Source: an optimization exercise on an open RTL-to-GDS flow (aim: small area). Production flows keep margins and buffers that such runs may drop.
Where RTL was checked, it was by simulation tests only, not by an equivalence proof against the original.
For run 2, only the layout was checked, not whether the RTL still works.
The flow treats the clock pin as an ideal source, which a real chip does not have.
No activity file was given, so power comes from the tool's default toggle rates.

==> design/flow/flow/run.sh <==
#!/bin/bash
# The standard layout, with two changes:
#  - synthesis maps with ABC's area-oriented script flow/area.abc (the rest of
#    the standard flow's synthesis script is unchanged, so the registers are the same);
#  - port buffers are sky130_fd_sc_hd__buf_1 cells.
set -euo pipefail
HERE=$PWD
{
  echo "proc abc {args} {"
  echo "  set i [lsearch -exact \$args -script]"
  echo "  if {\$i >= 0} { lset args [expr {\$i + 1}] $HERE/flow/area.abc }"
  echo "  yosys abc {*}\$args"
  echo "}"
  cat synth_recipe.tcl
} > my_synth.tcl
sed "s#SYNTH_SCRIPT=[^ ]*#SYNTH_SCRIPT=$HERE/my_synth.tcl#" standard.sh > my_standard.sh
export BUFFER_PORTS_ARGS="-buffer_cell sky130_fd_sc_hd__buf_1"
if [[ -f flow/cts_args.txt ]]; then export CTS_ARGS="$(cat flow/cts_args.txt)"; fi
if [[ -f flow/post_cts.tcl ]]; then export POST_CTS_TCL="$HERE/flow/post_cts.tcl"; fi
bash my_standard.sh > flow.log 2>&1
==> design/flow/design.v <==
module alarm_dueby #(
    parameter W = 16
) (
    input  wire [W-1:0] c,
    input  wire [W-1:0] target,
    output wire         due
);
    wire [W-1:0] cy;
    assign cy[0] = 1'b1;
    genvar i;
    generate
        for (i = 0; i < W - 1; i = i + 1) begin : g_chain
            assign cy[i+1] = (c[i] & ~target[i]) | (cy[i] & (c[i] | ~target[i]));
        end
    endgenerate
    assign due = ~(c[W-1] ^ ~target[W-1] ^ cy[W-1]);
endmodule
module alarm_timer (
    input  wire        clk,
    input  wire        rst,
    input  wire [23:0] tc,
    input  wire [2:0]  t_op,
    input  wire [23:0] t_arg,
    output wire        t_due
);
    reg  [23:0] tsched;
    wire op_set = (t_op == 3'd1);
    wire [23:0] base = op_set ? tc : tsched;
    wire [23:0] g = base & t_arg;
    wire [23:0] p = base ^ t_arg;
    wire [23:0] sum;
    wire [24:0] cy;
    assign cy[0] = 1'b0;
    genvar i;
    generate
        for (i = 0; i < 24; i = i + 2) begin : g_add
            assign cy[i+1] = g[i] | (p[i] & cy[i]);
            assign cy[i+2] = (g[i+1] | (p[i+1] & g[i])) | (p[i+1] & p[i] & cy[i]);
            assign sum[i]   = p[i] ^ cy[i];
            assign sum[i+1] = p[i+1] ^ cy[i+1];
        end
    endgenerate
    wire due;
    alarm_dueby #(.W(24)) u_cmp (.c(tc), .target(sum), .due(due));
    wire due_op = (t_op == 3'd3) | (t_op == 3'd4) | (t_op == 3'd5);
    assign t_due = due_op & due & ~rst;
    always @(posedge clk) begin
        if (rst)
            tsched <= 24'd0;
        else if (op_set || (t_op == 3'd5 && due))
            tsched <= sum;
        else if (t_op == 3'd2 || (t_op == 3'd4 && due))
            tsched <= tc;
    end
endmodule
module dmx_frame_decoder (
    input  wire        clk,
    input  wire        rst,
    input  wire        init,
    input  wire        in_valid,
    output wire        in_ready,
    input  wire [7:0]  in_data,
    input  wire [15:0] c,
    output reg         sink_cfg_valid,
    output wire [9:0]  sink_cfg_count,
    output reg         sink_wr_valid,
    output reg  [8:0]  sink_wr_index,
    output reg  [7:0]  sink_wr_data,
    output reg         ok_pulse,
    output reg         err_pulse,
    output wire [7:0]  err_tag,
    output reg         ok_indicator
);
    localparam [2:0] ST_START_M = 3'b100;
    localparam [2:0] ST_START_C = 3'b101;
    localparam [2:0] ST_START_0 = 3'b110;
    localparam [2:0] ST_CMD     = 3'b111;
    localparam [2:0] ST_LOW     = 3'b000;
    localparam [2:0] ST_HIGH    = 3'b001;
    localparam [2:0] ST_DATA    = 3'b010;
    reg [2:0]  state;
    reg [9:0]  active;
    reg        wfirst;
    wire [9:0] idx = {wfirst, sink_wr_index};
    wire [7:0] last_byte = sink_wr_data;
    reg [15:0] deadline;   
    wire rst_any = rst | init;
    assign in_ready = ~rst_any;
    wire accept = in_valid & ~rst_any;
    wire [7:0] ch = in_data;
    assign sink_cfg_count = active;
    assign err_tag = {~err_pulse, ~state[1] | state[0], state[1] & ~state[0],
                      state[1] & err_pulse, ~(state[1] | state[0]),
                      ~(state[1] | state[0] | ~err_pulse), state[0] & err_pulse,
                      ~state[1]};
    wire idle_due;
    alarm_dueby #(.W(16)) u_idle (.c(c), .target(deadline), .due(idle_due));
    wire [15:0] c_dl;
    wire [16:3] ic;
    assign c_dl[2:0] = c[2:0];
    assign ic[3] = 1'b0;
    genvar k;
    generate
        for (k = 3; k < 16; k = k + 1) begin : g_dl
            if (k == 3 || k == 6 || k == 7) begin : g_one
                assign c_dl[k] = ~(c[k] ^ ic[k]);
                assign ic[k+1] = c[k] | ic[k];
            end else begin : g_zero
                assign c_dl[k] = c[k] ^ ic[k];
                assign ic[k+1] = c[k] & ic[k];
            end
        end
    endgenerate
    wire is_start = state[2] & ~(state[1] & state[0]);
    wire m_start  = (ch == 8'h7E);
    wire resync   = ~is_start & m_start & idle_due;
    wire d_zero = (ch == 8'd0) & (last_byte == 8'd0);
    wire d_over = (ch[7:2] != 6'd0) | (ch[1] & (ch[0] | (last_byte != 8'd0)));
    wire [9:0] d = {ch[1:0], last_byte};
    wire [9:0] windex;
    wire [10:0] wc;
    assign wc[0] = 1'b1;
    generate
        for (k = 0; k < 10; k = k + 1) begin : g_inc
            assign windex[k] = idx[k] ^ wc[k];
            assign wc[k+1]   = idx[k] & wc[k];
        end
    endgenerate
    wire more = (windex != active);
    reg [2:0] n_state;
    reg       err, ok, wr, cfg, set_active, start_data;
    always @(*) begin
        n_state    = state;
        err        = 1'b0;
        ok         = 1'b0;
        wr         = 1'b0;
        cfg        = 1'b0;
        set_active = 1'b0;
        start_data = 1'b0;
        if (is_start | resync) begin
            if (m_start) begin
                n_state = ST_CMD;
                err     = resync;
            end else begin
                err     = 1'b1;
                n_state = ST_START_M;
            end
        end else begin
            case (state)
                ST_CMD: begin
                    if (ch == 8'h06) begin
                        n_state = ST_LOW;
                    end else begin
                        err     = 1'b1;
                        n_state = ST_START_M;
                    end
                end
                ST_LOW: n_state = ST_HIGH;
                ST_HIGH: begin
                    if (d_zero) begin
                        err     = 1'b1;
                        n_state = ST_START_0;
                    end else if (d_over) begin
                        err     = 1'b1;
                        n_state = ST_START_C;
                    end else begin
                        n_state    = ST_DATA;
                        start_data = 1'b1;
                        if (d != active) begin
                            set_active = 1'b1;
                            cfg        = 1'b1;
                        end
                    end
                end
                default: begin
                    if (more) begin
                        wr = 1'b1;
                    end else if (ch == 8'hE7) begin
                        ok      = 1'b1;
                        n_state = ST_START_M;
                    end else begin
                        err     = 1'b1;
                        n_state = ST_START_M;
                    end
                end
            endcase
        end
    end
    always @(posedge clk) begin
        if (accept)
            sink_wr_data <= ch;
        if (accept & start_data)
            {wfirst, sink_wr_index} <= 10'h3FF;
        else if (accept & wr)
            {wfirst, sink_wr_index} <= windex;
        if (rst_any | accept)
            deadline <= c_dl;
    end
    always @(posedge clk) begin
        if (rst_any) begin
            state          <= ST_START_M;
            active         <= 10'd0;
            ok_indicator   <= 1'b0;
            sink_cfg_valid <= 1'b1;
            sink_wr_valid  <= 1'b0;
            ok_pulse       <= 1'b0;
            err_pulse      <= 1'b0;
        end else if (accept) begin
            state          <= n_state;
            if (err)
                active <= 10'd0;
            else if (set_active)
                active <= d;
            if (err)
                ok_indicator <= 1'b0;
            else if (ok)
                ok_indicator <= 1'b1;
            sink_cfg_valid <= err | cfg;
            sink_wr_valid  <= wr;
            ok_pulse       <= ok;
            err_pulse      <= err;
        end else begin
            sink_cfg_valid <= 1'b0;
            sink_wr_valid  <= 1'b0;
            ok_pulse       <= 1'b0;
            err_pulse      <= 1'b0;
        end
    end
endmodule
module dmx_core (
    input  wire        clk,
    input  wire        rst,
    input  wire [31:0] now,
    input  wire        init,
    input  wire        in_valid,
    output wire        in_ready,
    input  wire [7:0]  in_data,
    output wire        sink_cfg_valid,
    output wire [9:0]  sink_cfg_count,
    output wire        sink_wr_valid,
    output wire [8:0]  sink_wr_index,
    output wire [7:0]  sink_wr_data,
    output wire        ok_pulse,
    output wire        err_pulse,
    output wire [7:0]  err_tag,
    output wire        ok_indicator,
    input  wire [2:0]  t_op,
    input  wire [23:0] t_arg,
    output wire        t_due
);
    dmx_frame_decoder u_dec (
        .clk            (clk),
        .rst            (rst),
        .init           (init),
        .in_valid       (in_valid),
        .in_ready       (in_ready),
        .in_data        (in_data),
        .c              (now[15:0]),
        .sink_cfg_valid (sink_cfg_valid),
        .sink_cfg_count (sink_cfg_count),
        .sink_wr_valid  (sink_wr_valid),
        .sink_wr_index  (sink_wr_index),
        .sink_wr_data   (sink_wr_data),
        .ok_pulse       (ok_pulse),
        .err_pulse      (err_pulse),
        .err_tag        (err_tag),
        .ok_indicator   (ok_indicator)
    );
    alarm_timer u_timer (
        .clk   (clk),
        .rst   (rst),
        .tc    (now[31:8]),
        .t_op  (t_op),
        .t_arg (t_arg),
        .t_due (t_due)
    );
endmodule
==> design/flow/constraint.sdc <==
create_clock -name core_clock -period 8.0 [get_ports {clk}]
set_input_delay 1.6000 -clock core_clock [delete_from_list [all_inputs] [get_ports {clk}]]
set_output_delay 1.6000 -clock core_clock [all_outputs]
set_load 0.01 [all_outputs]
==> design/flow/flow/post_cts.tcl <==
set n_up 0
foreach inst [get_cells *] {
  if {[get_property $inst ref_name] ne "sky130_fd_sc_hd__clkbuf_4"} { continue }
  set out [get_pins -of_objects $inst -filter "direction == output"]
  set loads [get_pins -of_objects [get_nets -of_objects $out] -filter "direction == input"]
  if {[llength $loads] >= 11} {
    replace_cell $inst sky130_fd_sc_hd__clkbuf_8
    incr n_up
  }
}
puts "post_cts: upsized $n_up clock buffers"
if {$n_up > 0} {
  detailed_placement
  check_placement -verbose
}
==> design/flow/config.mk <==
export PLATFORM = sky130hd
export DESIGN_NAME = dmx_core
export DESIGN_NICKNAME = dmx_core
export VERILOG_FILES = /design/flow/design.v
export SDC_FILE = /design/flow/constraint.sdc
export NUM_CORES = 4
export LEC_CHECK = 0
export CAP_MARGIN = 20
export CORE_MARGIN = 2
export CORE_UTILIZATION = 60
export GPL_TIMING_DRIVEN = 0
export PLACE_DENSITY = 0.7
export SLEW_MARGIN = 20
==> design/flow/standard.sh <==
#!/bin/bash
# synth_recipe.tcl (not shown) runs the flow's synth.tcl, then flattens the netlist and writes it again
# the make line also repeats each setting of config.mk as NAME=value (left out here)
make -C /OpenROAD-flow-scripts/flow DESIGN_CONFIG=/design/flow/config.mk WORK_HOME=/design/flow/orfs CLKGATE_MAP_FILE= SYNTH_SCRIPT=/design/flow/synth_recipe.tcl "${@:-finish}"
==> design/flow/flow/area.abc <==
strash
&get -n
&st
&dch -f
&nf
&put
strash
&get -n
&st
&dch -f
&nf
&put
strash
&get -n
&st
&dch -f
&nf
&put
topo
stime -c
==> design/flow/flow/cts_args.txt <==
-sink_clustering_enable -repair_clock_nets -buf_list {sky130_fd_sc_hd__clkbuf_4} -dont_use_dummy_load
==> run_results.csv, run 1 <==
group,metric,value,unit
synth,syn_nets,617,
synth,synth.distinct_cells,48,
sta,max_slew_margin,0.3875,
floorplan,die_w,93.99,um
routing,avgRoutedWirePerCell,15.97,um
floorplan,io-pin-count,113,
grt,global_route.overflow_total,0,
synth,synth_edf_count,24,
sta,timing_worst_slew_pin_value,0.9146,ns
sta,finalHoldViolations,0,
placed_design,globalplace.congestion,0.8577,
worst_setup_path,path_max_fanout,4,
sta,timing_limited_maximum_frequency,0.1286,GHz
cts,latest_clock_arrival_within_the_worst_skew_pair,0.41,ns
power,finalPower,0.001348,W
finish,fillers,606,
worst_setup_path,crit_path_launch_type,"input port",
finish,flow.area_growth_from_synthesis,18.62,%
power,max-vdd-ir-drop,0.0001799,V
routing,ant_nets,0,
synth,sequential_to_total_area_share_from_yosys_stat,0.3626,
worst_setup_path,path_depth,32,
hold_path,worstHoldStart,"u_timer.tsched[10]",
worst_setup_path,timing.critical_path.to_type,"primary output",
floorplan,initial_core_util,0.6255,
worst_setup_path,worst-r2r-cell-count,31,
routing,detail_route.iter0.violations,192,
synth,synth_area_leader_cell,"sky130_fd_sc_hd__dfxtp_1",
cts,tritoncts_num_sinks,76,
routing,detail_route.first_pass.iterations,6,
worst_setup_path,critical-path-max-stage-delay,0.57,ns
grt,grt_pass1_wl,19.38,mm
hold_path,timing.hold.worst.class,"flop to flop",
placed_design,dp.final_hpwl,8.492,mm
worst_setup_path,criticalPathCategory,"input port to primary output",
finish,n_antenna_cell,0,
worst_setup_path,cp_data_arrival_time,6.17,ns
grt,via_count_of_the_first_global_routing_pass,4187,
sta,finalCritPeriodShare,0.9718,
synth,yosys_register_bits,76,
worst_setup_path,setup.reg_to_reg.worst_slack,2.03,ns
synth,top_area_cell_type_share_of_the_netlist_area,0.2143,
hold_path,min_delay_worst_endpoint,"u_timer.tsched[10]",
grt,antenna_found_initial,0,
sta,setup_viol,0,
sta,min_cycle_time_layout,7.775,ns
grt,gr_usage_total,0.2752,
sta,final.setup.tns,0,ns
synth,post_synth_inst_count,494,
worst_setup_path,r2r_start,"u_timer.tsched[0]",
grt,grt_max_degree,30,
synth,ys_top_cells_by_area,"sky130_fd_sc_hd__dfxtp_1 21%, sky130_fd_sc_hd__edfxtp_1 15%, sky130_fd_sc_hd__ha_1 10%",
power,power.leakage,2.328,nW
floorplan,placeableCoreArea,7767,um2
finish,drive_above_1_share,0.08861,
synth,synth_warnings,2,
routing,vias_after_detailed_routing,4414,
job,timing.max_cap.violations,0,
synth,post_synth_most_frequent_cells,"52 x sky130_fd_sc_hd__dfxtp_1, 42 x sky130_fd_sc_hd__a21oi_1, 40 x sky130_fd_sc_hd__ha_1, 37 x sky130_fd_sc_hd__clkinv_1, 33 x sky130_fd_sc_hd__nand2_1",
floorplan,num_rows,32,
sta,clock-skew-final,0.02112,ns
cts,clk_pin_slew,0.09,ns
floorplan,die_area,8833,um2
routing,route.detailed.drc,0,
power,power.density_cell_area,233.9,nW/um2
synth,synth_top_flop_cell,"sky130_fd_sc_hd__dfxtp_1",
floorplan,die_height,93.99,um
worst_setup_path,cpLargestDelayFamily,"compound AO/OA/AOI/OAI gates",
worst_setup_path,worstPathBufferInverterCount,5,
routing,vias_per_cell,6.014,
cts,tritoncts,"done",
placed_design,buffer_ports.inserted,112,
hold_path,whs_path_depth,2,
synth,yosys.cell_count.top_type,"sky130_fd_sc_hd__dfxtp_1",
status,run_status,"no timing/DRC/antenna violations",
sta,tightest_hold_margin,0.4551,ns
synth,postSynth.asyncResetShare,0,
worst_setup_path,required_arrival_time_at_the_worst_endpoint,6.40,ns
routing,final_wl,11.72,mm
finish,final_net_count,757,
synth,synth_area_per_cell,9.835,um2
synth,mappedNetlistArea,4858,um2
sta,report.final.slew_viol_count,0,
worst_setup_path,worst_path_max_delay_cell,"sky130_fd_sc_hd__fa_1",
worst_setup_path,r2r_end,"u_timer.tsched[13]",
[cells in the final DEF, fill, tap and decap left out, types with 12 or more instances in the layout]
cell type	netlist	routed
sky130_fd_sc_hd__o22ai_1	13	13
sky130_fd_sc_hd__clkinv_1	37	35
sky130_fd_sc_hd__ha_1	40	38
sky130_fd_sc_hd__nand3_1	21	18
sky130_fd_sc_hd__buf_4	0	12
sky130_fd_sc_hd__a21oi_1	42	40
sky130_fd_sc_hd__a22o_1	15	15
sky130_fd_sc_hd__edfxtp_1	24	24
sky130_fd_sc_hd__nor2_1	23	23
sky130_fd_sc_hd__mux2_1	14	14
sky130_fd_sc_hd__xnor2_1	29	27
sky130_fd_sc_hd__dfxtp_1	52	52
sky130_fd_sc_hd__buf_1	0	107
sky130_fd_sc_hd__nand2_1	33	31
[kinds of logic after synthesis]
group | synth area share
xor+xnor | 0.06850
mux | 0.05305
simple gates | 0.1344
fa+ha+maj | 0.1525
compound gates | 0.2004
flops | 0.3626
buf+inv | 0.02859
[metrics by stage]
stage	util	setup slack, ns	cells	instance area (um2)
2_1_floorplan	-	0.09927	494	4866
3_3_place_gp	0.6970	-1.834	708	5414
3_5_place_dp	0.7043	-1.133	711	5470
5_1_grt	0.7419	-0.09846	734	5763
6_report	0.7419	0.2253	734	5763
[where the power goes]
group	leakage, nW	switching, W	total (W)	internal, W
Combinational	1.62	0.000373	0.000686	0.000313
Clock	0.0466	0.000116	0.000179	0.0000630
Sequential	0.665	0.0000299	0.000484	0.000454
[area by class of cell]
cell class              count  area, um2  share of cell area
multi-input cells         382       3105              0.5389
flip-flops and latches     76       1762              0.3057
repair buffers            128      549.3             0.09531
inverters                  37      138.9             0.02410
well taps                 102      127.6             0.02214
clock buffers               9      80.08             0.01389
[worst max-delay path by stage]
| stage | from | slack, ns | endpoint |
|---|---|---|---|
| floorplan | t_op[0] | 0.1 | t_due |
| detailed placement | t_op[0] | -1.13 | t_due |
| finish | t_op[0] | 0.23 | t_due |
| global placement | t_op[0] | -1.83 | u_timer.tsched[21] |
| global route | t_op[0] | -0.1 | t_due |
[state kept, by name, indices dropped and copies added, names as in the netlist]
name / count
u_dec.state: 3
u_dec.ok_pulse: 1
u_dec.sink_wr_data: 8
u_dec.sink_wr_valid: 1
u_dec.err_pulse: 1
u_dec.sink_cfg_valid: 1
u_dec.ok_indicator: 1
u_dec.wfirst: 1
u_dec.deadline: 16
u_dec.sink_wr_index: 9
u_timer.tsched: 24
u_dec.active: 10
[worst min-delay path, cell delays in order, from the launching register on]
cell and delay [ns]:
sky130_fd_sc_hd__dfxtp_1 0.31, sky130_fd_sc_hd__clkinv_1 0.05, sky130_fd_sc_hd__a211oi_1 0.05
[per-layer routing]
metal  global-route usage  wire length, um  up-vias
met3              0.04093              650       12
li1                     -                -     2142
met5                    0                0        -
met2               0.4560             5708      155
met4              0.07971              139        0
met1               0.3753             5226     2105
==> run 2, diff against run 1 <==
--- a/design/flow/design.v
+++ b/design/flow/design.v
@@ -77,11 +77,11 @@
     localparam [2:0] ST_CMD     = 3'b111;
     localparam [2:0] ST_LOW     = 3'b000;
     localparam [2:0] ST_HIGH    = 3'b001;
-    localparam [2:0] ST_DATA    = 3'b010;
+    localparam [2:0] ST_DATA0   = 3'b010;
+    localparam [2:0] ST_DATAN   = 3'b011;
     reg [2:0]  state;
     reg [9:0]  active;
-    reg        wfirst;
-    wire [9:0] idx = {wfirst, sink_wr_index};
+    wire [9:0] idx = {1'b0, sink_wr_index};
     wire [7:0] last_byte = sink_wr_data;
     reg [15:0] deadline;   
     wire rst_any = rst | init;
@@ -126,7 +126,7 @@
             assign wc[k+1]   = idx[k] & wc[k];
         end
     endgenerate
-    wire more = (windex != active);
+    wire more = ~state[0] | (windex != active);
     reg [2:0] n_state;
     reg       err, ok, wr, cfg, set_active, start_data;
     always @(*) begin
@@ -164,7 +164,7 @@
                         err     = 1'b1;
                         n_state = ST_START_C;
                     end else begin
-                        n_state    = ST_DATA;
+                        n_state    = ST_DATA0;
                         start_data = 1'b1;
                         if (d != active) begin
                             set_active = 1'b1;
@@ -174,7 +174,8 @@
                 end
                 default: begin
                     if (more) begin
-                        wr = 1'b1;
+                        wr      = 1'b1;
+                        n_state = ST_DATAN;
                     end else if (ch == 8'hE7) begin
                         ok      = 1'b1;
                         n_state = ST_START_M;
@@ -189,10 +190,8 @@
     always @(posedge clk) begin
         if (accept)
             sink_wr_data <= ch;
-        if (accept & start_data)
-            {wfirst, sink_wr_index} <= 10'h3FF;
-        else if (accept & wr)
-            {wfirst, sink_wr_index} <= windex;
+        if (accept & wr)
+            sink_wr_index <= state[0] ? windex[8:0] : 9'd0;
         if (rst_any | accept)
             deadline <= c_dl;
     end
==> design/flow/flow/post_cts.tcl (replaced) <==
estimate_parasitics -placement
set up {}
foreach inst [get_cells *] {
  if {[get_property $inst ref_name] ne "sky130_fd_sc_hd__clkbuf_4"} { continue }
  set out [get_pins -of_objects $inst -filter "direction == output"]
  set loads [get_pins -of_objects [get_nets -of_objects $out] -filter "direction == input"]
  set worst 0
  foreach l $loads {
    set s [get_property $l slew_max]
    if {$s > $worst} { set worst $s }
  }
  puts "post_cts: [get_full_name $inst] [llength $loads] loads, worst slew $worst"
  if {$worst > 0.110} { lappend up $inst }
}
foreach inst $up { replace_cell $inst sky130_fd_sc_hd__clkbuf_8 }
puts "post_cts: upsized [llength $up] clock buffers"
if {[llength $up] > 0} {
  detailed_placement
  check_placement -verbose
}
--- a/design/flow/config.mk
+++ b/design/flow/config.mk
@@ -7,7 +7,6 @@
 export LEC_CHECK = 0
 export CAP_MARGIN = 20
 export CORE_MARGIN = 2
-export CORE_UTILIZATION = 60
+export CORE_UTILIZATION = 40
 export GPL_TIMING_DRIVEN = 0
-export PLACE_DENSITY = 0.7
 export SLEW_MARGIN = 20
==> run_results.csv, run 2 <==
group,metric,value,unit
status,run_status,"no timing/DRC/antenna violations",
sta,report.final.slew_viol_count,0,
placed_design,globalplace.congestion,0.8286,
worst_setup_path,path_max_fanout,5,
placed_design,placement.setup.worst_slack,-1.341,ns
power,power.leakage,2.238,nW
sta,timing_worst_slew_pin_value,1.060,ns
routing,avgRoutedWirePerCell,15.76,um
cts,tritoncts_num_sinks,75,
worst_setup_path,r2r_start,"u_timer.tsched[0]",
cts,clk_pin_slew,0.09,ns
worst_setup_path,timing.critical_path.to_type,"primary output",
grt,grt_pass1_wl,19.91,mm
synth,synth_warnings,2,
synth,synth.distinct_cells,47,
worst_setup_path,setup.reg_to_reg.worst_slack,2.08,ns
worst_setup_path,cp_common_cell,"sky130_fd_sc_hd__nand2_2",
placed_design,place.detailed.instances,756,
finish,n_antenna_cell,0,
job,timing.max_cap.violations,0,
routing,final_wl,12.20,mm
routing,vias_per_cell,5.496,
finish,fillers,1178,
synth,synth_area_leader_cell,"sky130_fd_sc_hd__edfxtp_1",
finish,largest_register_ff_count,24,
synth,synth_area_per_cell,9.845,um2
sta,setup_viol,0,
power,power.density_cell_area,225.2,nW/um2
finish,top_register,"u_timer.tsched",
worst_setup_path,critical-path-max-stage-delay,0.48,ns
synth,syn_nets,618,
finish,drive_above_1_share,0.09091,
floorplan,initial_core_util,0.4074,
synth,sequential_to_total_area_share_from_yosys_stat,0.3759,
sta,clock-skew-final,0.02010,ns
worst_setup_path,r2r_end,"u_timer.tsched[21]",
hold_path,timing.hold.worst.class,"flop to flop",
synth,post_synth_most_frequent_cells,"48 x sky130_fd_sc_hd__clkinv_1, 47 x sky130_fd_sc_hd__a21oi_1, 42 x sky130_fd_sc_hd__dfxtp_1, 40 x sky130_fd_sc_hd__ha_1, 33 x sky130_fd_sc_hd__edfxtp_1",
grt,antenna_found_initial,0,
synth,yosys_register_bits,75,
sta,min_cycle_time_layout,7.765,ns
routing,detail_route.first_pass.iterations,4,
power,finalPower,0.001318,W
routing,detail_route.iter0.violations,196,
worst_setup_path,crit_path_launch_type,"input port",
sta,postLayoutSetupSlackWorst,0.2348,ns
placed_design,dp.final_hpwl,9.018,mm
synth,post_synth_inst_count,495,
floorplan,die_w,114.4,um
power,max-vdd-ir-drop,0.0001262,V
cts,latest_clock_arrival_within_the_worst_skew_pair,0.37,ns
grt,via_count_of_the_first_global_routing_pass,4211,
synth,top_area_cell_type_share_of_the_netlist_area,0.2033,
floorplan,die_area,13080,um2
synth,synth_edf_count,33,
synth,synth_top_flop_cell,"sky130_fd_sc_hd__dfxtp_1",
finish,final_net_count,752,
sta,finalCritPeriodShare,0.9707,
finish,commonest_cells_after_routing_fill_and_taps_aside,"108 x sky130_fd_sc_hd__buf_1, 46 x sky130_fd_sc_hd__clkinv_1, 45 x sky130_fd_sc_hd__a21oi_1",
sta,timing_limited_maximum_frequency,0.1288,GHz
floorplan,die_height,114.4,um
grt,gr_usage_total,0.1937,
worst_setup_path,cp-startpoint,"t_op[0]",
synth,yosys.cell_count.top_type,"sky130_fd_sc_hd__clkinv_1",
sta,max_slew_margin,0.2931,
worst_setup_path,worst_path_max_delay_cell,"sky130_fd_sc_hd__fa_1",
synth,postSynth.asyncResetShare,0,
routing,vias_after_detailed_routing,4254,
routing,ant_nets,0,
grt,global_route.overflow_total,0,
worst_setup_path,critical_path.endpoint,"t_due",
finish,post_layout_instance_count_excluding_filler_cells,774,
floorplan,placeableCoreArea,11960,um2
floorplan,num_rows,40,
worst_setup_path,worst-r2r-cell-count,24,
routing,route.detailed.drc,0,
finish,flow.area_growth_from_synthesis,20.10,%
sta,finalHoldViolations,0,
placed_design,buffer_ports.inserted,112,
synth,ys_top_cells_by_area,"sky130_fd_sc_hd__edfxtp_1 20%, sky130_fd_sc_hd__dfxtp_1 17%, sky130_fd_sc_hd__ha_1 10%",
finish,top_registers,"u_timer.tsched: 24 flops, u_dec.deadline: 16 flops, u_dec.active: 10 flops",
worst_setup_path,required_arrival_time_at_the_worst_endpoint,6.40,ns
hold_path,worstHoldStart,"u_timer.tsched[14]",
sta,final.setup.tns,0,ns
finish,area.sequential,1832,um2
worst_setup_path,cp_data_arrival_time,6.17,ns
floorplan,io-pin-count,113,
finish,final_common_cell,"sky130_fd_sc_hd__buf_1",
finish,multiInputGateArea,3059,um2
grt,grt_max_degree,24,
cts,tritoncts,"done",
worst_setup_path,criticalPathCategory,"input port to primary output",
synth,mappedNetlistArea,4873,um2
-- run 2: changes by cell type in the layout (fill, tap and decap cells not counted), moves of 7 or more --
cell	before	now
sky130_fd_sc_hd__mux2i_1	10	1
sky130_fd_sc_hd__edfxtp_1	24	33
sky130_fd_sc_hd__o221ai_1	5	12
sky130_fd_sc_hd__xnor2_1	27	19
sky130_fd_sc_hd__dfxtp_1	52	42
sky130_fd_sc_hd__and2_0	4	11
sky130_fd_sc_hd__nand2_1	31	21
sky130_fd_sc_hd__clkinv_1	35	46
-- run 2: per-stage QoR --
stage                     hold slack, ns    util  cell area [um2]
after detailed placement          0.4322  0.4637             5547
after global routing              0.4520  0.4893             5853
after global placement            0.4261  0.4586             5485
after floorplan                   0.4170       -             4881
final                             0.4380  0.4893             5853
-- run 2: layout make-up --
class                   instances  share of cell area
clock buffers                   9             0.01689
well taps                     147             0.03142
multi-input cells             374              0.5227
inverters                      48             0.03100
flip-flops and latches         75              0.3130
repair buffers                121             0.08508
-- run 2: cells by family (layout without fill, tap and decap cells) --
group           Yosys count  after routing  synth area share
buf+inv                  48            178           0.03697
mux                      10             10           0.02285
simple gates            130            132            0.1389
flops                    75             75            0.3759
xor+xnor                 30             30           0.05391
fa+ha+maj                53             53            0.1540
compound gates          149            149            0.2175
-- run 2: worst min-delay path by stage --
stage	to	slack, ns	cells past startpoint
after floorplan	u_timer.tsched[0]	0.42	2
after global placement	u_timer.tsched[12]	0.43	2
after detailed placement	u_timer.tsched[14]	0.43	2
after global routing	u_timer.tsched[14]	0.45	2
final	u_timer.tsched[14]	0.44	2
-- run 2: critical path, delay by kind of cell --
kind	cells	cell delay [ns]
simple gates	14	1.44
buf+inv	3	0.34
fa+ha+maj	3	1.08
compound gates	10	1.70
-- run 2: metal layers --
metal | vias up | wire length, um | global-route usage
li1 | 2118 | - | -
met1 | 2024 | 5562 | 0.2469
met2 | 97 | 5840 | 0.3215
met3 | 15 | 656 | 0.05717
met4 | 0 | 141 | 0.05041
met5 | - | 0 | 0
-- run 2: power breakdown --
| part | switching (W) | leakage, nW | internal (W) |
|---|---|---|---|
| clock network | 0.000125 | 0.0544 | 0.0000796 |
| logic | 0.000349 | 1.50 | 0.000289 |
| registers | 0.0000243 | 0.683 | 0.000451 |
| total | 0.000498 | 2.24 | 0.000820 |
==> run 3, diff against run 2 <==
--- a/design/flow/design.v
+++ b/design/flow/design.v
@@ -77,11 +77,11 @@
     localparam [2:0] ST_CMD     = 3'b111;
     localparam [2:0] ST_LOW     = 3'b000;
     localparam [2:0] ST_HIGH    = 3'b001;
-    localparam [2:0] ST_DATA0   = 3'b010;
-    localparam [2:0] ST_DATAN   = 3'b011;
+    localparam [2:0] ST_DATA    = 3'b010;
     reg [2:0]  state;
     reg [9:0]  active;
-    wire [9:0] idx = {1'b0, sink_wr_index};
+    reg        wfirst;
+    wire [9:0] idx = {wfirst, sink_wr_index};
     wire [7:0] last_byte = sink_wr_data;
     reg [15:0] deadline;   
     wire rst_any = rst | init;
@@ -126,7 +126,7 @@
             assign wc[k+1]   = idx[k] & wc[k];
         end
     endgenerate
-    wire more = ~state[0] | (windex != active);
+    wire more = (windex != active);
     reg [2:0] n_state;
     reg       err, ok, wr, cfg, set_active, start_data;
     always @(*) begin
@@ -164,7 +164,7 @@
                         err     = 1'b1;
                         n_state = ST_START_C;
                     end else begin
-                        n_state    = ST_DATA0;
+                        n_state    = ST_DATA;
                         start_data = 1'b1;
                         if (d != active) begin
                             set_active = 1'b1;
@@ -174,8 +174,7 @@
                 end
                 default: begin
                     if (more) begin
-                        wr      = 1'b1;
-                        n_state = ST_DATAN;
+                        wr = 1'b1;
                     end else if (ch == 8'hE7) begin
                         ok      = 1'b1;
                         n_state = ST_START_M;
@@ -190,8 +189,10 @@
     always @(posedge clk) begin
         if (accept)
             sink_wr_data <= ch;
-        if (accept & wr)
-            sink_wr_index <= state[0] ? windex[8:0] : 9'd0;
+        if (accept & start_data)
+            {wfirst, sink_wr_index} <= 10'h3FF;
+        else if (accept & wr)
+            {wfirst, sink_wr_index} <= windex;
         if (rst_any | accept)
             deadline <= c_dl;
     end
==> design/flow/flow/post_cts.tcl (replaced) <==
set sizes {sky130_fd_sc_hd__clkbuf_2 sky130_fd_sc_hd__clkbuf_4 sky130_fd_sc_hd__clkbuf_8 sky130_fd_sc_hd__clkbuf_16}
set n_up 0
for {set iter 0} {$iter < 4} {incr iter} {
  estimate_parasitics -placement
  set up {}
  foreach inst [get_cells *] {
    set k [lsearch -exact $sizes [get_property $inst ref_name]]
    if {$k < 0 || $k == [llength $sizes] - 1} { continue }
    set out [get_pins -of_objects $inst -filter "direction == output"]
    set loads [get_pins -of_objects [get_nets -of_objects $out] -filter "direction == input"]
    set worst 0
    foreach l $loads {
      if {[get_property $l lib_pin_name] ne "CLK"} { continue }
      set s [get_property $l slew_max]
      if {$s > $worst} { set worst $s }
    }
    puts "post_cts: pass $iter [get_full_name $inst] [get_property $inst ref_name] [llength $loads] loads, worst slew $worst"
    if {$worst > 0.110} { lappend up [list $inst [lindex $sizes [expr {$k + 1}]]] }
  }
  if {[llength $up] == 0} { break }
  foreach u $up { replace_cell [lindex $u 0] [lindex $u 1]; incr n_up }
}
puts "post_cts: $n_up clock buffer resizes"
if {$n_up > 0} {
  detailed_placement
  check_placement -verbose
}
==> run_results.csv, run 3 <==
group,metric,value,unit
status,run_status,"no timing/DRC/antenna violations",
floorplan,placeableCoreArea,11910,um2
worst_setup_path,timing.critical_path.to_type,"primary output",
finish,top_registers,"u_timer.tsched: 24 flops, u_dec.deadline: 16 flops, u_dec.active: 10 flops",
floorplan,initial_core_util,0.4079,
worst_setup_path,cp_common_cell,"sky130_fd_sc_hd__nand3_1",
worst_setup_path,cp_data_arrival_time,6.08,ns
power,power.leakage,2.290,nW
sta,finalHoldViolations,0,
placed_design,globalplace.congestion,0.8244,
synth,synth_warnings,2,
sta,max_slew_margin,0.3534,
grt,grt_pass1_wl,19.62,mm
synth,top_area_cell_type_share_of_the_netlist_area,0.2143,
sta,final.setup.tns,0,ns
sta,timing_limited_maximum_frequency,0.1303,GHz
power,max-vdd-ir-drop,0.0001677,V
floorplan,io-pin-count,113,
routing,vias_per_cell,5.538,
job,timing.max_cap.violations,0,
floorplan,die_area,13040,um2
routing,route.detailed.drc,0,
finish,flow.area_growth_from_synthesis,18.65,%
worst_setup_path,r2r_end,"u_timer.tsched[11]",
floorplan,num_rows,40,
finish,final_net_count,750,
synth,yosys.cell_count.top_type,"sky130_fd_sc_hd__dfxtp_1",
finish,commonest_cells_after_routing_fill_and_taps_aside,"107 x sky130_fd_sc_hd__buf_1, 52 x sky130_fd_sc_hd__dfxtp_1, 39 x sky130_fd_sc_hd__ha_1",
worst_setup_path,required_arrival_time_at_the_worst_endpoint,6.40,ns
synth,sequential_to_total_area_share_from_yosys_stat,0.3626,
grt,via_count_of_the_first_global_routing_pass,4129,
synth,mappedNetlistArea,4858,um2
placed_design,buffer_ports.inserted,112,
routing,avgRoutedWirePerCell,15.82,um
cts,tritoncts_num_sinks,76,
worst_setup_path,worst-r2r-cell-count,30,
sta,report.final.slew_viol_count,0,
floorplan,die_w,114.2,um
routing,final_wl,12.21,mm
worst_setup_path,r2r_start,"u_timer.tsched[0]",
synth,synth_area_per_cell,9.835,um2
synth,yosys_register_bits,76,
worst_setup_path,critical-path-max-stage-delay,0.51,ns
worst_setup_path,crit_path_launch_type,"input port",
synth,post_synth_most_frequent_cells,"52 x sky130_fd_sc_hd__dfxtp_1, 42 x sky130_fd_sc_hd__a21oi_1, 40 x sky130_fd_sc_hd__ha_1, 37 x sky130_fd_sc_hd__clkinv_1, 33 x sky130_fd_sc_hd__nand2_1",
synth,synth_area_leader_cell,"sky130_fd_sc_hd__dfxtp_1",
worst_setup_path,setup.reg_to_reg.worst_slack,2.16,ns
power,power.density_cell_area,230.9,nW/um2
routing,vias_after_detailed_routing,4275,
synth,syn_nets,617,
hold_path,timing.hold.worst.class,"flop to flop",
worst_setup_path,criticalPathCategory,"input port to primary output",
grt,gr_usage_total,0.1906,
hold_path,whs_path_depth,2,
grt,global_route.overflow_total,0,
sta,setup_viol,0,
finish,layout.cell_area.non_filler,5764,um2
hold_path,min_delay_worst_endpoint,"u_timer.tsched[20]",
synth,post_synth_inst_count,494,
finish,final_common_cell,"sky130_fd_sc_hd__buf_1",
sta,grt_setup_unrepaired,"no",
sta,finalCritPeriodShare,0.9595,
synth,ys_top_cells_by_area,"sky130_fd_sc_hd__dfxtp_1 21%, sky130_fd_sc_hd__edfxtp_1 15%, sky130_fd_sc_hd__ha_1 10%",
worst_setup_path,cpLargestDelayFamily,"compound AO/OA/AOI/OAI gates",
synth,synth_edf_count,24,
finish,largest_register_ff_count,24,
placed_design,dp.final_hpwl,8.883,mm
finish,top_register,"u_timer.tsched",
finish,drive_above_1_share,0.06880,
synth,synth.distinct_cells,48,
worst_setup_path,cp-startpoint,"t_op[0]",
cts,tritoncts,"done",
finish,fillers,1222,
routing,detail_route.first_pass.iterations,4,
grt,grt_max_degree,30,
sta,min_cycle_time_layout,7.676,ns
worst_setup_path,path_max_fanout,4,
placed_design,dpl_cell_area,5524,um2
routing,ant_nets,0,
power,finalPower,0.001331,W
sta,timing_worst_slew_pin_value,0.9655,ns
sta,clock-skew-final,0.02720,ns
cts,latest_clock_arrival_within_the_worst_skew_pair,0.45,ns
finish,n_antenna_cell,0,
worst_setup_path,worstPathBufferInverterCount,4,
finish,finish.utilization,0.4839,
cts,clk_pin_slew,0.09,ns
sta,tightest_hold_margin,0.4493,ns
floorplan,die_height,114.2,um
synth,postSynth.asyncResetShare,0,
hold_path,worstHoldStart,"u_timer.tsched[20]",
worst_setup_path,worst_path_max_delay_cell,"sky130_fd_sc_hd__fa_1",
routing,detail_route.iter0.violations,221,
grt,antenna_found_initial,0,
synth,synth_top_flop_cell,"sky130_fd_sc_hd__dfxtp_1",
[run 3: cell type report]
class	instances	area, um2	area share
inverters	37	138.9	0.02409
flip-flops and latches	76	1762	0.3056
repair buffers	121	496.7	0.08617
clock buffers	9	92.59	0.01606
multi-input cells	382	3090	0.5361
well taps	147	183.9	0.03191
[run 3: worst max-delay path by stage]
| stage | end | cells after the start | slack [ns] |
|---|---|---|---|
| 3_3_place_gp | u_timer.tsched[11] | 30 | -2.05 |
| 2_1_floorplan | t_due | 27 | 0.1 |
| 6_report | t_due | 30 | 0.32 |
| 3_5_place_dp | t_due | 29 | -1.38 |
| 5_1_grt | t_due | 30 | 0.002 |
[run 3: stage by stage]
stage	setup slack [ns]	std cells
finish	0.3236	772
global route	0.001864	772
detailed placement	-1.376	755
global placement	-2.047	753
floorplan	0.09927	494
[run 3: power breakdown]
group,total [W],internal (W),switching [W]
Sequential,0.000483,0.000454,0.0000286
Clock,0.000201,0.0000732,0.000128
Combinational,0.000647,0.000287,0.000359
[run 3: per-layer routing]
metal  GRT usage  vias up  routed length (um)
met5           0        -                   0
met3     0.04976        4                 642
li1            -     2133                   -
met4     0.05610        0                  68
met1      0.2504     2032                5526
met2      0.3099      106                5976
[run 3: worst reg2reg max path: cells and delay by family, from the launching register on]
kind / cells / cell delay [ns]
compound gates: 12 / 2.56
simple gates: 12 / 1.51
fa+ha+maj: 3 / 0.99
flops: 1 / 0.32
buf+inv: 3 / 0.33
[run 3: cell families (layout without fill, tap and decap cells)]
family | count (synthesis) | in the layout | share of synthesized area
simple gates | 129 | 130 | 0.1344
xor+xnor | 38 | 38 | 0.06850
buf+inv | 37 | 167 | 0.02859
compound gates | 138 | 138 | 0.2004
mux | 24 | 24 | 0.05305
flops | 76 | 76 | 0.3626
fa+ha+maj | 52 | 52 | 0.1525
==> run 4, diff against run 3 <==
--- a/design/flow/config.mk
+++ b/design/flow/config.mk
@@ -7,6 +7,6 @@
 export LEC_CHECK = 0
 export CAP_MARGIN = 20
 export CORE_MARGIN = 2
-export CORE_UTILIZATION = 40
+export CORE_UTILIZATION = 50
 export GPL_TIMING_DRIVEN = 0
 export SLEW_MARGIN = 20
==> run_results.csv, run 4 <==
group,metric,value,unit
status,run_status,"no timing/DRC/antenna violations",
hold_path,timing.hold.worst.class,"flop to flop",
grt,gr-max-usage-layer,"met2",
floorplan,die_area,10520,um2
synth,mappedNetlistArea,4858,um2
cts,clk_pin_slew,0.08,ns
worst_setup_path,cp_data_arrival_time,6.09,ns
grt,grt_pass1_wl,19.16,mm
synth,synth-compound-area-share,0.2004,
sta,report.final.slew_viol_count,0,
routing,route.detailed.drc,0,
synth,ys_top_cells_by_area,"sky130_fd_sc_hd__dfxtp_1 21%, sky130_fd_sc_hd__edfxtp_1 15%, sky130_fd_sc_hd__ha_1 10%",
floorplan,initial_core_util,0.5209,
grt,grt_util_met2,0.3791,
grt,groute.layer.met1.usage,0.3159,
job,timing.max_cap.violations,0,
routing,detail_route.iter0.violations,208,
power,finalPower,0.001331,W
floorplan,die_height,102.6,um
sta,max_slew_margin,0.3278,
routing,final_wl,11.98,mm
placed_design,place.detailed.instances,737,
floorplan,placeableCoreArea,9328,um2
worst_setup_path,r2r_end,"u_timer.tsched[11]",
sta,grt_setup_unrepaired,"no",
placed_design,dp.final_hpwl,8.743,mm
synth,synthAdderAreaFrac,0.1525,
worst_setup_path,setup.reg_to_reg.worst_slack,2.08,ns
routing,avgRoutedWirePerCell,15.87,um
floorplan,io-pin-count,113,
cts,tritoncts,"done",
cts,tritoncts_num_sinks,76,
finish,commonest_cells_after_routing_fill_and_taps_aside,"107 x sky130_fd_sc_hd__buf_1, 52 x sky130_fd_sc_hd__dfxtp_1, 40 x sky130_fd_sc_hd__ha_1",
worst_setup_path,path_max_fanout,4,
worst_setup_path,cp-startpoint,"t_op[0]",
sta,timing_worst_slew_pin_value,1.004,ns
grt,global_route.overflow_total,0,
finish,final_net_count,751,
finish,flow.area_growth_from_synthesis,18.36,%
power,power.density_cell_area,231.5,nW/um2
worst_setup_path,criticalPathCategory,"input port to primary output",
grt,groute.layer.met3.usage,0.03661,
worst_setup_path,worst-r2r-cell-count,31,
worst_setup_path,timing.critical_path.to_type,"primary output",
grt,antenna_found_initial,0,
synth,synth_xor_xnor_area_share,0.06850,
placed_design,buffer_ports.inserted,112,
synth,synth_top_family_by_area,"compound AO/OA/AOI/OAI gates",
sta,timing_limited_maximum_frequency,0.1301,GHz
worst_setup_path,critical-path-max-stage-delay,0.58,ns
sta,setup_viol,0,
synth,yosys.cell_count.top_type,"sky130_fd_sc_hd__dfxtp_1",
worst_setup_path,r2r_start,"u_timer.tsched[0]",
floorplan,die_w,102.6,um
finish,top_registers,"u_timer.tsched: 24 flops, u_dec.deadline: 16 flops, u_dec.active: 10 flops",
synth,post_synth_most_frequent_cells,"52 x sky130_fd_sc_hd__dfxtp_1, 42 x sky130_fd_sc_hd__a21oi_1, 40 x sky130_fd_sc_hd__ha_1, 37 x sky130_fd_sc_hd__clkinv_1, 33 x sky130_fd_sc_hd__nand2_1",
synth,top_area_cell_type_share_of_the_netlist_area,0.2143,
routing,ant_nets,0,
grt,grt_max_degree,30,
floorplan,num_rows,35,
synth,yosys_register_bits,76,
finish,drive_above_1_share,0.08307,
finish,largest_register_ff_count,24,
synth,synth.distinct_cells,48,
placed_design,placement.setup.worst_slack,-1.394,ns
sta,finalHoldViolations,0,
worst_setup_path,required_arrival_time_at_the_worst_endpoint,6.40,ns
finish,top_register,"u_timer.tsched",
placed_design,globalplace.congestion,0.8151,
sta,finalCritPeriodShare,0.9611,
synth,synth_top_flop_cell,"sky130_fd_sc_hd__dfxtp_1",
finish,final_common_cell,"sky130_fd_sc_hd__buf_1",
cts,latest_clock_arrival_within_the_worst_skew_pair,0.40,ns
finish,n_antenna_cell,0,
finish,post_layout_instance_count_excluding_filler_cells,755,
synth,postSynth.asyncResetShare,0,
worst_setup_path,critical_path.endpoint,"t_due",
routing,vias_after_detailed_routing,4312,
synth,synth_warnings,2,
grt,via_count_of_the_first_global_routing_pass,4116,
power,max-vdd-ir-drop,0.0001727,V
synth,synth_area_leader_cell,"sky130_fd_sc_hd__dfxtp_1",
worst_setup_path,worst_path_max_delay_cell,"sky130_fd_sc_hd__fa_1",
sta,tightest_hold_margin,0.4533,ns
power,power.leakage,2.305,nW
sta,final.setup.tns,0,ns
grt,gr_usage_total,0.2308,
synth,synth_area_per_cell,9.835,um2
synth,post_synth_inst_count,494,
routing,detail_route.first_pass.iterations,4,
worst_setup_path,crit_path_launch_type,"input port",
synth,synth_simple_gate_area_share,0.1344,
synth,syn_nets,617,
sta,clock-skew-final,0.03327,ns
routing,vias_per_cell,5.711,
sta,postLayoutSetupSlackWorst,0.3111,ns
synth,synth_edf_count,24,
sta,min_cycle_time_layout,7.689,ns
synth,sequential_to_total_area_share_from_yosys_stat,0.3626,
synth,yosys-mux-area-fraction,0.05305,
## run 4: worst min path at each step
stage,start,end,depth (start not counted),slack [ns]
2_1_floorplan,u_timer.tsched[10],u_timer.tsched[10],2,0.42
6_report,u_timer.tsched[10],u_timer.tsched[10],2,0.45
3_3_place_gp,u_timer.tsched[20],u_timer.tsched[20],2,0.44
5_1_grt,u_timer.tsched[7],u_timer.tsched[7],2,0.49
3_5_place_dp,u_timer.tsched[10],u_timer.tsched[10],2,0.44
## run 4: per-layer routing
metal  part of all wire  vias up
met5                  0        -
met3              0.062        8
met1               0.46     2050
met2               0.47      124
li1                   -     2130
met4             0.0068        0
## run 4: area by class of cell
class	count	area, um2
Inverter	37	138.9
Fill cell	854	3577
Clock buffer	9	80.08
Tap cell	129	161.4
Timing Repair Buffer	122	496.7
Multi-Input combinational cell	382	3112
Sequential cell	76	1762
## run 4: report_power, final
part / internal, W / switching (W) / total, W
combinational: 0.000299 / 0.000370 / 0.000669
sequential: 0.000454 / 0.0000291 / 0.000483
clock: 0.0000631 / 0.000116 / 0.000179
total: 0.000817 / 0.000514 / 0.00133
## run 4: critical path: cells and delay by family
| family | cells | cell delay, ns |
|---|---|---|
| and+or+nand+nor | 14 | 1.33 |
| buffers and inverters | 5 | 0.48 |
| adders and majority gates | 3 | 1.12 |
| AOI/OAI and AO/OA | 10 | 1.53 |
## run 4: metrics by stage
stage	utilization	instance area, um2
after floorplan	-	4866
after global placement	0.5840	5448
after detailed placement	0.5898	5502
after global routing	0.6165	5751
final	0.6165	5751
## run 4: kinds of logic (layout without fill, tap and decap cells)
logic type,Yosys count,after routing
fa+ha+maj,52,52
mux,24,24
flops,76,76
buf+inv,37,168
xor+xnor,38,38
simple gates,129,130
compound gates,138,138
==> run 5, diff against run 4 <==
--- a/design/flow/flow/run.sh
+++ b/design/flow/flow/run.sh
@@ -17,4 +17,5 @@
 export BUFFER_PORTS_ARGS="-buffer_cell sky130_fd_sc_hd__buf_1"
 if [[ -f flow/cts_args.txt ]]; then export CTS_ARGS="$(cat flow/cts_args.txt)"; fi
 if [[ -f flow/post_cts.tcl ]]; then export POST_CTS_TCL="$HERE/flow/post_cts.tcl"; fi
+export RECOVER_POWER=100
 bash my_standard.sh > flow.log 2>&1
--- a/design/flow/config.mk
+++ b/design/flow/config.mk
@@ -7,6 +7,6 @@
 export LEC_CHECK = 0
 export CAP_MARGIN = 20
 export CORE_MARGIN = 2
-export CORE_UTILIZATION = 50
+export CORE_UTILIZATION = 40
 export GPL_TIMING_DRIVEN = 0
 export SLEW_MARGIN = 20
==> run_results.csv, run 5 <==
group,metric,value,unit
finish,drive_above_1_share,0.06240,
routing,ant_nets,0,
synth,ys_top_cells_by_area,"sky130_fd_sc_hd__dfxtp_1 21%, sky130_fd_sc_hd__edfxtp_1 15%, sky130_fd_sc_hd__ha_1 10%",
synth,synth_top_flop_cell,"sky130_fd_sc_hd__dfxtp_1",
sta,final.setup.tns,0,ns
routing,avgRoutedWirePerCell,15.78,um
worst_setup_path,critical-path-max-stage-delay,0.51,ns
placed_design,buffer_ports.inserted,112,
floorplan,die_area,13040,um2
sta,clock-skew-final,0.02852,ns
worst_setup_path,setup.reg_to_reg.worst_slack,2.09,ns
grt,global_route.overflow_total,0,
grt,grt_util_met2,0.3099,
routing,detail_route.iter0.violations,220,
synth,synth.distinct_cells,48,
sta,min_cycle_time_layout,7.690,ns
grt,gr_usage_total,0.1906,
worst_setup_path,path_max_fanout,4,
synth,post_synth_inst_count,494,
synth,yosys.cell_count.top_type,"sky130_fd_sc_hd__dfxtp_1",
grt,groute.layer.met1.usage,0.2504,
worst_setup_path,worst-r2r-cell-count,30,
sta,timing_worst_slew_pin_value,1.550,ns
worst_setup_path,required_arrival_time_at_the_worst_endpoint,6.40,ns
hold_path,whs_path_depth,2,
worst_setup_path,worst_path_max_delay_cell,"sky130_fd_sc_hd__fa_1",
worst_setup_path,cp-startpoint,"t_op[0]",
status,run_status,"failed layout checks",
finish,top_registers,"u_timer.tsched: 24 flops, u_dec.deadline: 16 flops, u_dec.active: 10 flops",
finish,area.sequential,1762,um2
power,max-vdd-ir-drop,0.0001688,V
synth,post_synth_most_frequent_cells,"52 x sky130_fd_sc_hd__dfxtp_1, 42 x sky130_fd_sc_hd__a21oi_1, 40 x sky130_fd_sc_hd__ha_1, 37 x sky130_fd_sc_hd__clkinv_1, 33 x sky130_fd_sc_hd__nand2_1",
routing,final_wl,12.18,mm
finish,final_common_cell,"sky130_fd_sc_hd__buf_1",
synth,synth_area_per_cell,9.835,um2
worst_setup_path,r2r_end,"u_timer.tsched[11]",
worst_setup_path,r2r_start,"u_timer.tsched[0]",
sta,finalCritPeriodShare,0.9612,
synth,sequential_to_total_area_share_from_yosys_stat,0.3626,
hold_path,timing.hold.worst.class,"flop to flop",
sta,grt_setup_unrepaired,"no",
sta,finalHoldViolations,0,
worst_setup_path,timing.critical_path.to_type,"primary output",
finish,largest_register_ff_count,24,
grt,gr-max-usage-layer,"met2",
synth,synth_area_leader_cell,"sky130_fd_sc_hd__dfxtp_1",
status,check.faults,"capacitance limit, slew limit",
placed_design,dp.final_hpwl,8.883,mm
job,timing.max_cap.violations,1,
finish,flow.area_growth_from_synthesis,18.39,%
worst_setup_path,cp_data_arrival_time,6.09,ns
grt,groute.layer.met3.usage,0.04976,
worst_setup_path,criticalPathCategory,"input port to primary output",
sta,report.final.slew_viol_count,30,
routing,vias_per_cell,5.552,
finish,n_antenna_cell,0,
finish,commonest_cells_after_routing_fill_and_taps_aside,"105 x sky130_fd_sc_hd__buf_1, 52 x sky130_fd_sc_hd__dfxtp_1, 39 x sky130_fd_sc_hd__ha_1",
cts,tritoncts,"done",
power,power.density_cell_area,230.9,nW/um2
hold_path,worstHoldStart,"u_timer.tsched[20]",
synth,postSynth.asyncResetShare,0,
cts,latest_clock_arrival_within_the_worst_skew_pair,0.45,ns
floorplan,placeableCoreArea,11910,um2
floorplan,die_height,114.2,um
routing,detail_route.first_pass.iterations,4,
synth,top_area_cell_type_share_of_the_netlist_area,0.2143,
floorplan,num_rows,40,
grt,via_count_of_the_first_global_routing_pass,4129,
finish,finish.utilization,0.4829,
routing,route.detailed.drc,0,
floorplan,initial_core_util,0.4079,
cts,tritoncts_num_sinks,76,
sta,max_slew_margin,-0.03304,
grt,grt_max_degree,30,
synth,synth_warnings,2,
synth,mappedNetlistArea,4858,um2
routing,vias_after_detailed_routing,4286,
finish,final_net_count,750,
grt,grt_pass1_wl,19.62,mm
synth,yosys_register_bits,76,
finish,fillers,1224,
sta,timing_limited_maximum_frequency,0.1300,GHz
sta,setup_viol,0,
floorplan,io-pin-count,113,
placed_design,globalplace.congestion,0.8244,
grt,antenna_found_initial,0,
finish,top_register,"u_timer.tsched",
finish,multiInputGateArea,3084,um2
cts,clk_pin_slew,0.09,ns
hold_path,min_delay_worst_endpoint,"u_timer.tsched[20]",
synth,synth_edf_count,24,
synth,syn_nets,617,
worst_setup_path,crit_path_launch_type,"input port",
floorplan,die_w,114.2,um
power,power.leakage,2.279,nW
worst_setup_path,cp_common_cell,"sky130_fd_sc_hd__nand3_1",
[run 5: cell types whose count changed in the layout (fill, tap and decap cells not counted), sizes merged]
cell    delta
buf        -8
clkbuf     +7
clkinv     +2
inv        -2
[run 5: how the worst max path moves through the flow]
stage / to / cells after the start / slack, ns
after global placement: u_timer.tsched[11] / 30 / -2.05
after detailed placement: t_due / 29 / -1.38
after floorplan: t_due / 27 / 0.1
after global routing: t_due / 30 / 0.003
final: t_due / 30 / 0.31
[run 5: metal layers]
metal	wire length [um]	up-vias
li1	-	2133
met1	5604	2036
met2	5920	113
met3	589	4
met4	68	0
met5	0	-
[run 5: layout make-up]
class,instances,area share
Clock buffer,9,0.01610
Sequential cell,76,0.3063
Multi-Input combinational cell,382,0.5362
Inverter,37,0.02415
Tap cell,147,0.03198
Timing Repair Buffer,121,0.08527
[run 5: kinds of logic after synthesis]
| family | synth area share |
|---|---|
| AND/OR/NAND/NOR | 0.1344 |
| multiplexers | 0.05305 |
| adder cells (fa/ha/maj) | 0.1525 |
| flip-flops | 0.3626 |
| buffers and inverters | 0.02859 |
| AO/OA/AOI/OAI | 0.2004 |
| XOR/XNOR | 0.06850 |
[run 5: power by group]
part	internal, W	switching (W)
clock network	0.0000732	0.000128
registers	0.000454	0.0000286
logic	0.000284	0.000360
[run 5: through the flow]
stage               instances  cell area (um2)  total power, W  worst slack [ns]  hold slack, ns
finish                    772             5752        0.001328            0.3104          0.4504
global route              772             5752        0.001427          0.003197          0.4737
global placement          753             5470        0.001055            -2.047          0.4356
detailed placement        755             5524        0.001084            -1.376          0.4400
floorplan                 494             4866       0.0009288           0.09927          0.4166
[run 5: critical path: cells and delay by family]
kind	cells	cell delay (ns)
buffers and inverters	4	0.42
adders and majority gates	3	1.04
and+or+nand+nor	13	1.43
AOI/OAI and AO/OA	10	1.58
==> run 6, diff against run 5 <==
--- a/design/flow/flow/run.sh
+++ b/design/flow/flow/run.sh
@@ -17,5 +17,4 @@
 export BUFFER_PORTS_ARGS="-buffer_cell sky130_fd_sc_hd__buf_1"
 if [[ -f flow/cts_args.txt ]]; then export CTS_ARGS="$(cat flow/cts_args.txt)"; fi
 if [[ -f flow/post_cts.tcl ]]; then export POST_CTS_TCL="$HERE/flow/post_cts.tcl"; fi
-export RECOVER_POWER=100
 bash my_standard.sh > flow.log 2>&1
--- a/design/flow/config.mk
+++ b/design/flow/config.mk
@@ -8,5 +8,6 @@
 export CAP_MARGIN = 20
 export CORE_MARGIN = 2
 export CORE_UTILIZATION = 40
-export GPL_TIMING_DRIVEN = 0
+export GPL_TIMING_DRIVEN = 1
+export PLACE_DENSITY = 0.5
 export SLEW_MARGIN = 20
==> run_results.csv, run 6 <==
group,metric,value,unit
cts,tritoncts,"done",
sta,clock-skew-final,0.03357,ns
sta,max_slew_margin,0.4824,
finish,drive_above_1_share,0.06447,
synth,synth_edf_count,24,
finish,top_registers,"u_timer.tsched: 24 flops, u_dec.deadline: 16 flops, u_dec.active: 10 flops",
worst_setup_path,criticalPathCategory,"input port to primary output",
sta,timing_limited_maximum_frequency,0.1294,GHz
floorplan,placeableCoreArea,11910,um2
worst_setup_path,required_arrival_time_at_the_worst_endpoint,6.40,ns
worst_setup_path,timing.critical_path.to_type,"primary output",
routing,vias_after_detailed_routing,4343,
worst_setup_path,crit_path_launch_type,"input port",
floorplan,die_w,114.2,um
finish,post_layout_instance_count_excluding_filler_cells,783,
finish,area.sequential,1762,um2
routing,vias_per_cell,5.547,
synth,post_synth_most_frequent_cells,"52 x sky130_fd_sc_hd__dfxtp_1, 42 x sky130_fd_sc_hd__a21oi_1, 40 x sky130_fd_sc_hd__ha_1, 37 x sky130_fd_sc_hd__clkinv_1, 33 x sky130_fd_sc_hd__nand2_1",
synth,synth.distinct_cells,48,
sta,final.setup.tns,0,ns
floorplan,die_height,114.2,um
routing,detail_route.iter0.violations,231,
finish,top_register,"u_timer.tsched",
synth,syn_nets,617,
status,run_status,"no timing/DRC/antenna violations",
finish,n_antenna_cell,0,
synth,mappedNetlistArea,4858,um2
grt,global_route.overflow_total,0,
floorplan,die_area,13040,um2
sta,report.final.slew_viol_count,0,
routing,detail_route.first_pass.iterations,6,
placed_design,placement.setup.worst_slack,-0.02105,ns
synth,sequential_to_total_area_share_from_yosys_stat,0.3626,
synth,post_synth_inst_count,494,
placed_design,place.detailed.instances,771,
finish,flow.area_growth_from_synthesis,19.01,%
job,timing.max_cap.violations,0,
synth,yosys_register_bits,76,
worst_setup_path,cp_data_arrival_time,6.13,ns
power,max-vdd-ir-drop,0.0001532,V
floorplan,io-pin-count,113,
worst_setup_path,path_max_fanout,6,
grt,via_count_of_the_first_global_routing_pass,4056,
sta,min_cycle_time_layout,7.729,ns
finish,final_net_count,761,
finish,finish.utilization,0.4854,
routing,avgRoutedWirePerCell,15.98,um
cts,latest_clock_arrival_within_the_worst_skew_pair,0.47,ns
synth,postSynth.asyncResetShare,0,
routing,final_wl,12.52,mm
finish,largest_register_ff_count,24,
cts,clk_pin_slew,0.10,ns
sta,postLayoutSetupSlackWorst,0.2712,ns
synth,top_area_cell_type_share_of_the_netlist_area,0.2143,
synth,ys_top_cells_by_area,"sky130_fd_sc_hd__dfxtp_1 21%, sky130_fd_sc_hd__edfxtp_1 15%, sky130_fd_sc_hd__ha_1 10%",
sta,finalCritPeriodShare,0.9661,
grt,antenna_found_initial,0,
sta,finalHoldViolations,0,
finish,multiInputGateArea,3005,um2
grt,gr_usage_total,0.1936,
sta,timing_worst_slew_pin_value,0.7693,ns
placed_design,globalplace.congestion,0.7846,
cts,tritoncts_num_sinks,76,
floorplan,initial_core_util,0.4079,
floorplan,num_rows,40,
finish,fillers,1222,
grt,grt_max_degree,30,
hold_path,timing.hold.worst.class,"flop to flop",
sta,setup_viol,0,
synth,synth_area_per_cell,9.835,um2
placed_design,dp.final_hpwl,9.424,mm
grt,grt_pass1_wl,19.66,mm
power,power.leakage,2.326,nW
synth,synth_warnings,2,
synth,synth_area_leader_cell,"sky130_fd_sc_hd__dfxtp_1",
synth,yosys.cell_count.top_type,"sky130_fd_sc_hd__dfxtp_1",
finish,commonest_cells_after_routing_fill_and_taps_aside,"111 x sky130_fd_sc_hd__buf_1, 52 x sky130_fd_sc_hd__dfxtp_1, 40 x sky130_fd_sc_hd__a21oi_1, 40 x sky130_fd_sc_hd__ha_1, 36 x sky130_fd_sc_hd__clkinv_1",
routing,route.detailed.drc,0,
synth,synth_top_flop_cell,"sky130_fd_sc_hd__dfxtp_1",
placed_design,buffer_ports.inserted,112,
finish,final_common_cell,"sky130_fd_sc_hd__buf_1",
power,power.density_cell_area,232.0,nW/um2
routing,ant_nets,0,
[run 6: cell counts after synthesis]
No cell type changed its count.
[run 6: critical path, cell delays in order]
cell and delay [ns]:
sky130_fd_sc_hd__buf_1 0.13, sky130_fd_sc_hd__nor2b_4 0.13, sky130_fd_sc_hd__nor2b_4 0.21, sky130_fd_sc_hd__a21oi_1 0.09, sky130_fd_sc_hd__ha_1 0.20, sky130_fd_sc_hd__fa_2 0.35
sky130_fd_sc_hd__a21o_1 0.20, sky130_fd_sc_hd__a21oi_2 0.15, sky130_fd_sc_hd__o21ai_1 0.11, sky130_fd_sc_hd__buf_4 0.15, sky130_fd_sc_hd__fa_1 0.38, sky130_fd_sc_hd__xnor2_1 0.24
sky130_fd_sc_hd__a2bb2oi_1 0.11, sky130_fd_sc_hd__a221oi_1 0.32, sky130_fd_sc_hd__o221ai_1 0.17, sky130_fd_sc_hd__a21oi_1 0.21, sky130_fd_sc_hd__o221ai_1 0.16, sky130_fd_sc_hd__a21oi_1 0.19
sky130_fd_sc_hd__o221ai_1 0.17, sky130_fd_sc_hd__a21oi_1 0.24, sky130_fd_sc_hd__o221ai_2 0.15, sky130_fd_sc_hd__a21o_1 0.18, sky130_fd_sc_hd__and3_1 0.16, sky130_fd_sc_hd__clkbuf_2 0.12
[run 6: path summary, 6_finish.rpt]
| kind | startpoint | to | slack, ns | cells after the start |
|---|---|---|---|---|
| worst max-delay path | t_op[1] | t_due | 0.27 | 24 |
| worst min register to register | u_timer.tsched[20] | u_timer.tsched[20] | 0.45 | 2 |
| worst max register to register | u_timer.tsched[0] | u_timer.tsched[8] | 2.38 | 24 |
| worst min-delay path | u_timer.tsched[20] | u_timer.tsched[20] | 0.45 | 2 |
[run 6: final cells by class]
type,instances,area share
Timing Repair Buffer,133,0.1015
Clock buffer,9,0.01818
Multi-Input combinational cell,381,0.5198
Sequential cell,76,0.3047
Inverter,37,0.02402
Tap cell,147,0.03181
[run 6: metal layers]
metal,track usage,vias to the layer above,wire length (um)
met5,0,-,0
met4,0.05041,0,156
met3,0.05770,15,813
met2,0.3012,120,5659
met1,0.2640,2066,5885
li1,-,2142,-
[run 6: cells by family after synthesis]
logic type                 count (synthesis)  synth area share
buffers and inverters                     37           0.02859
muxes                                     24           0.05305
xor gates and xnor gates                  38           0.06850
adders and majority gates                 52            0.1525
and+or+nand+nor                          129            0.1344
AOI/OAI and AO/OA                        138            0.2004
DFF                                       76            0.3626
[run 6: metrics by stage]
stage | cell area (um2) | hold WS [ns] | power [W]
floorplan | 4866 | 0.4166 | 0.0009288
global placement | 5618 | 0.4380 | 0.001107
global route | 5782 | 0.4881 | 0.001444
finish | 5782 | 0.4535 | 0.001341
detailed placement | 5618 | 0.4378 | 0.001108
[run 6: report_power, final]
part	leakage (nW)	total (W)	switching, W	internal (W)
clock network	0.0569	0.000214	0.000131	0.0000834
logic	1.60	0.000643	0.000348	0.000294
registers	0.665	0.000485	0.0000306	0.000454
total	2.33	0.00134	0.000510	0.000832

[separate check: timing with driven ports]
How much do the figures lean on ideal ports? The routed layouts below were timed once more, with nothing changed but the port constraints.
Step 1 assumes that a clkbuf_16 drives the clock port and a buf_2 every other input.
Step 2 times the ports against the registers' clock, not the clock port: input delays grow and output delays shrink by t, the midpoint of the rising clock arrivals with the driver on.
Three values: ideal, step 1, step 2; two values: the first two.
run	shift t [ns]	slack for setup (ns)	worst hold slack (ns)	clock arrival spread, ns	cell pins on the clock port's net
run 1	0.430	0.225 / 0.205 / 0.205	0.455 / 0.455 / 0.455	0.025 / 0.026	1
run 2	0.390	0.235 / 0.210 / 0.210	0.438 / 0.438 / 0.438	0.020 / 0.020	1
run 3	0.469	0.324 / 0.300 / 0.300	0.449 / 0.449 / 0.449	0.027 / 0.028	1
run 4	0.415	0.311 / 0.289 / 0.284	0.453 / 0.453 / 0.453	0.033 / 0.033	1
run 5	0.469	0.310 / 0.287 / 0.287	0.450 / 0.450 / 0.450	0.028 / 0.028	1
run 6	0.486	0.271 / 0.251 / 0.251	0.453 / 0.453 / 0.453	0.034 / 0.034	1
For run 4, which loses most, drivers alone change the setup slack by -0.022 ns; drivers and shift together by -0.027 ns.
